What follows belongs to an exercise in optimizing a design on an open flow for small area, a short achievable clock period and few clock cycles per item; a production flow would make more cautious choices. The RTL was checked by simulation tests, not by an equivalence proof against the original design.

== before ==
## tbc_arith
module tbc_arith (
    input  wire        clk,
    input  wire        rst,
    input  wire        start,
    input  wire [31:0] cmd,
    input  wire [31:0] arg0,
    input  wire [31:0] arg1,
    input  wire [31:0] arg2,
    input  wire [31:0] arg3,
    input  wire [31:0] arg4,
    output reg         busy,
    output reg         done,
    output reg  [3:0]  err,
    output reg  [31:0] res0,
    output reg  [31:0] res1,
    output reg  [31:0] res2,
    output reg  [31:0] res3,
    output reg  [31:0] res4,
    output reg  [31:0] res5,
    output reg  [31:0] budget_us
);
    localparam [3:0] E_NONE = 4'd0, E_ILLEGAL = 4'd1, E_RANGE = 4'd2,
                     E_VALIDATION = 4'd3, E_DIV0 = 4'd4;
    localparam [1:0] OP_STEP = 2'd0, OP_M2U = 2'd1, OP_U2M = 2'd2, OP_SET = 2'd3;
    function [4:0] f_t;
        input [7:0] p;
        begin
            case (p)
            8'd0: f_t = 5'd0;
            8'd1: f_t = 5'd0;
            8'd2: f_t = 5'd0;
            8'd3: f_t = 5'd0;
            8'd4: f_t = 5'd0;
            8'd5: f_t = 5'd1;
            8'd6: f_t = 5'd1;
            8'd7: f_t = 5'd1;
            8'd8: f_t = 5'd1;
            8'd9: f_t = 5'd1;
            8'd10: f_t = 5'd1;
            8'd11: f_t = 5'd1;
            8'd12: f_t = 5'd1;
            8'd13: f_t = 5'd2;
            8'd14: f_t = 5'd2;
            8'd15: f_t = 5'd2;
            8'd16: f_t = 5'd2;
            8'd17: f_t = 5'd2;
            8'd18: f_t = 5'd2;
            8'd19: f_t = 5'd2;
            8'd20: f_t = 5'd2;
            8'd21: f_t = 5'd3;
            8'd22: f_t = 5'd3;
            8'd23: f_t = 5'd3;
            8'd24: f_t = 5'd3;
            8'd25: f_t = 5'd3;
            8'd26: f_t = 5'd3;
            8'd27: f_t = 5'd3;
            8'd28: f_t = 5'd3;
            8'd29: f_t = 5'd3;
            8'd30: f_t = 5'd4;
            8'd31: f_t = 5'd4;
            8'd32: f_t = 5'd4;
            8'd33: f_t = 5'd4;
            8'd34: f_t = 5'd4;
            8'd35: f_t = 5'd4;
            8'd36: f_t = 5'd4;
            8'd37: f_t = 5'd4;
            8'd38: f_t = 5'd5;
            8'd39: f_t = 5'd5;
            8'd40: f_t = 5'd5;
            8'd41: f_t = 5'd5;
  ...
export LEC_CHECK = 0
export CAP_MARGIN = 20
export CORE_MARGIN = 2
export CORE_UTILIZATION = 30
export SLEW_MARGIN = 20
create_clock -name core_clock -period 25.0 [get_ports {clk}]
standard.sh (not shown) runs the stock make flow with config.mk's settings and CLKGATE_MAP_FILE= SYNTH_SCRIPT=/design/flow/synth_recipe.tcl, a recipe that flattens the netlist after the stock synthesis.
==> flow/flow/run.sh <==
#!/bin/bash
# Layout: the standard ORFS flow (standard synthesis, same SDC), with
# - the timing repair steps asked to leave a setup margin, so that they size
#   the critical paths for a period below the constraint's;
# - every input and output port still buffered, with a plain buf_1 cell.
# Make's output goes to flow_make.log here; each ORFS step keeps its own log
# under orfs/logs/.
set -euo pipefail
export BUFFER_PORTS_ARGS="-buffer_cell sky130_fd_sc_hd__buf_1"
bash standard.sh SETUP_SLACK_MARGIN=12 finish > flow_make.log 2>&1
before went all the way through synthesis, placement and routing and the layout is clean on timing, DRC and antenna.
Testbench counts of before, summed over its fixed seeds: cycles 5,697, cmds 2,400.
Changes in after relative to before:
diff --git a/flow/design.v b/flow/design.v
--- a/flow/design.v
+++ b/flow/design.v
@@ -441,37 +441,39 @@
     wire c_vpre  = cmd == 32'h0000000A;
     wire c_vfin  = cmd == 32'h0100000A;
     wire c_step  = cmd == 32'h0000000B;
     wire c_get   = cmd == 32'h0000000C;
     wire c_set   = cmd == 32'h0000000D;
     wire c_srle  = cmd == 32'h0000000E;
     wire c_srld  = cmd == 32'h0000000F;
     wire accept = start && !busy;
     reg [31:0] ra0;         
-    reg [31:0] ra1;         
     wire [7:0] s_in = arg0[7:0];
     reg [7:0] p_in;
     always @* begin
         case (cmd[3:0])
             4'h4, 4'h5: p_in = arg1[7:0];
             4'hB:       p_in = {arg0[14:8] + 7'd1, 1'b0};
             4'hD:       p_in = arg0[15:8];
             default:    p_in = arg0[7:0];
         endcase
     end
     wire [7:0]  p_w  = busy ? {ra0[22:16] + 7'd1, 1'b0} :
                        cmd[3] ? {arg0[14:8] + 7'd1, 1'b0} : arg1[7:0];
     wire [19:0] mp_in = f_mp(p_in);
     wire [27:0] w_w  = f_w(p_w);
-    wire [16:0] dt_in = f_dec(busy ? ra1[31:16] : cmd[3] ? arg1[15:0] : arg0[15:0]);
+    wire [16:0] dt_in = f_dec(cmd[3] ? arg1[15:0] : arg0[15:0]);
     wire [16:0] st_pre_dec = dt_in;
+    wire [16:0] st_fin_dec = f_dec(arg1[31:16]);
+    wire [15:0] st_pre_sub = s_in[6] ? st_pre_dec[15:0] : 16'd0;
+    wire [16:0] st_fin_mc  = {1'b0, st_fin_dec[15:0]} - {1'b0, st_pre_sub};
     wire        st_range   = (arg0[15:8] >= 8'd127) || (arg0[23:16] >= 8'd127) ||
-                             st_pre_dec[16];
+                             st_pre_dec[16] || st_fin_dec[16] || st_fin_mc[16];
     wire        en_tcc = s_in[4], en_msrc = s_in[3], en_dss = s_in[2],
                 en_pre = s_in[6], en_fin = s_in[7];
     reg  [12:0] k_tot;
     always @* begin
         case ({en_fin, en_pre, en_dss, en_msrc, en_tcc})
             5'd0: k_tot = 13'd2870;
             5'd1: k_tot = 13'd3460;
             5'd2: k_tot = 13'd3530;
             5'd3: k_tot = 13'd4120;
@@ -593,30 +595,30 @@
         end
     end
     localparam integer DB = 4;           
     localparam integer NC = (32 + DB - 1) / DB;    
     localparam integer NX = NC * DB;     
     reg [1:0]  op;
     reg [2:0]  ph;
     reg        big;         
     reg        ovf;         
+    reg [31:0] ra1;         
     reg [34:0] ra2;         
     reg [15:0] ra3;         
     reg [19:0] mp_r;        
     reg [27:0] w_r;         
     reg [31:0] qq;          
     reg [NX-1:0] nx;        
     reg [19:0] rr;          
     reg [3:0]  dcnt;        
     wire [7:0]  st_pre_p  = {ra0[14:8] + 7'd1, 1'b0};
     wire [7:0]  st_fin_p  = {ra0[22:16] + 7'd1, 1'b0};
     wire [8:0]  st_msrc_m = {1'b0, ra0[31:24]} + 9'd1;
-    wire [16:0] st_fin_mc = {1'b0, dt_in[15:0]} - {1'b0, ra0[6] ? ra1[15:0] : 16'd0};
     wire [10:0] st_fin_mp = {3'd0, st_fin_p} + {1'd0, st_fin_p, 2'd0} - {st_fin_p[5:0], 5'd0}
                           - {st_fin_p[2:0], 8'd0} + {6'd0, f_t(st_fin_p)};
     reg  [15:0] ma;
     reg         f_c;
     reg  [43:0] bo_sum;
     reg  [29:0] bo_m;
     reg         bo_neg, bo_one, bo_two;
     reg  [2:0]  bo_d;
     integer bi;
@@ -687,21 +689,18 @@
     reg [5:0]  m_wm;
     reg        m_wb;
     reg [31:0] m_res0, m_res1;
     always @* begin
         m_fin = 1'b0; m_err = E_NONE; m_wm = 6'd0; m_wb = 1'b0;
         m_res0 = 32'd0; m_res1 = 32'd0;
         f_c = 1'b1;
         case (op)
         OP_STEP: begin
-            if (ph == 3'd1 && (dt_in[16] || st_fin_mc[16])) begin
-                m_fin = 1'b1; m_err = E_RANGE;
-            end
             if (ph == 3'd3) begin
                 m_fin = 1'b1; m_wm = 6'b111111;
                 m_res0 = {7'd0, st_msrc_m, st_fin_p, st_pre_p};
                 m_res1 = qq;
             end
         end
         OP_M2U: begin
             case (ph)
             3'd1: begin
@@ -771,30 +770,30 @@
                 if (m_ok && m_wb) budget_us <= ra1;
             end
         end
     end
     always @(posedge clk) begin
         if (accept) begin
             op <= i_op;
             ph <= 3'd1;
             ra0 <= arg0;
-            ra1 <= c_step ? {arg1[31:16], st_pre_dec[15:0]} : c_set ? arg4 : arg1;
+            ra1 <= c_step ? {st_fin_mc[15:0], st_pre_dec[15:0]} : c_set ? arg4 : arg1;
             ra2 <= sum_in;
             ra3 <= arg3[15:0];
             mp_r <= mp_in;
             w_r <= w_w;
             big <= arg0[31:16] != 16'd0;
             ma <= c_step ? {7'd0, {1'b0, arg0[31:24]} + 9'd1} : arg0[15:0];
         end else if (busy) begin
             ph <= ph + 3'd1;
             case (op)
             OP_STEP: begin
-                if (ph == 3'd1) begin qq <= {6'd0, fq}; ma <= ra1[15:0]; ra1[31:16] <= st_fin_mc[15:0]; end
+                if (ph == 3'd1) begin qq <= {6'd0, fq}; ma <= ra1[15:0]; end
                 if (ph == 3'd2) begin
                     nx <= {6'd0, fq}; ma <= ra1[31:16];
                     mp_r[10:0] <= st_fin_mp; w_r <= w_w;
                 end
             end
             OP_M2U: begin
                 if (ph == 3'd1) begin qq <= {6'd0, fq}; nx[9:0] <= fr; ma <= ra0[31:16]; end
                 if (ph == 3'd2) begin
                     nx[25:10] <= fq[15:0]; ma <= {6'd0, fr};
Notes after the runs:
- Combined buffer and inverter count along the critical path: after vs before up 5
- after — sequential portion of the cell area 0.26 points lower, before as reference
- before: all stages complete, timing, DRC and antenna checks passed
- after did not stop at any stage, and its layout met the timing, design-rule and antenna checks.
- As far as average wire length per cell after detail routing is concerned, after and before perform about the same.
- [compare] base=before new=after: number of clock-tree buffers in the layout went down, wire length went up.
Testbench counts of after, summed over its fixed seeds: cycles 5,697, cmds 2,400.

==> separate check: timing with driven ports <==
The flow's constraints put no driver on any port. The routed layouts listed below were extracted and timed again, unchanged, in two steps.
Step 1 (the two cells are an assumption about what drives the block):
set clk [get_ports {clk}]
set_driving_cell -lib_cell sky130_fd_sc_hd__clkbuf_16 $clk
set_driving_cell -lib_cell sky130_fd_sc_hd__buf_2 [delete_from_list [all_inputs] $clk]
Step 2 times the ports against the registers' clock, not the clock port: input delays grow and output delays shrink by t, the midpoint of the rising clock arrivals with the driver on.
Slacks: no drivers / after step 1 / after step 2; pairs: no drivers / after step 1.
run | shift t [ns] | setup slack, ns | worst setup path after step 2 | latest minus earliest clock arrival (ns)
before | 0.823 | 12.275 / 12.275 / 11.574 | input to register | 0.066 / 0.066
after | 0.801 | 12.077 / 12.077 / 11.438 | input to register | 0.089 / 0.089
After both steps every run listed still meets setup and hold. For before, which loses most, drivers alone change the setup slack by 0.000 ns; drivers and shift together by -0.701 ns.
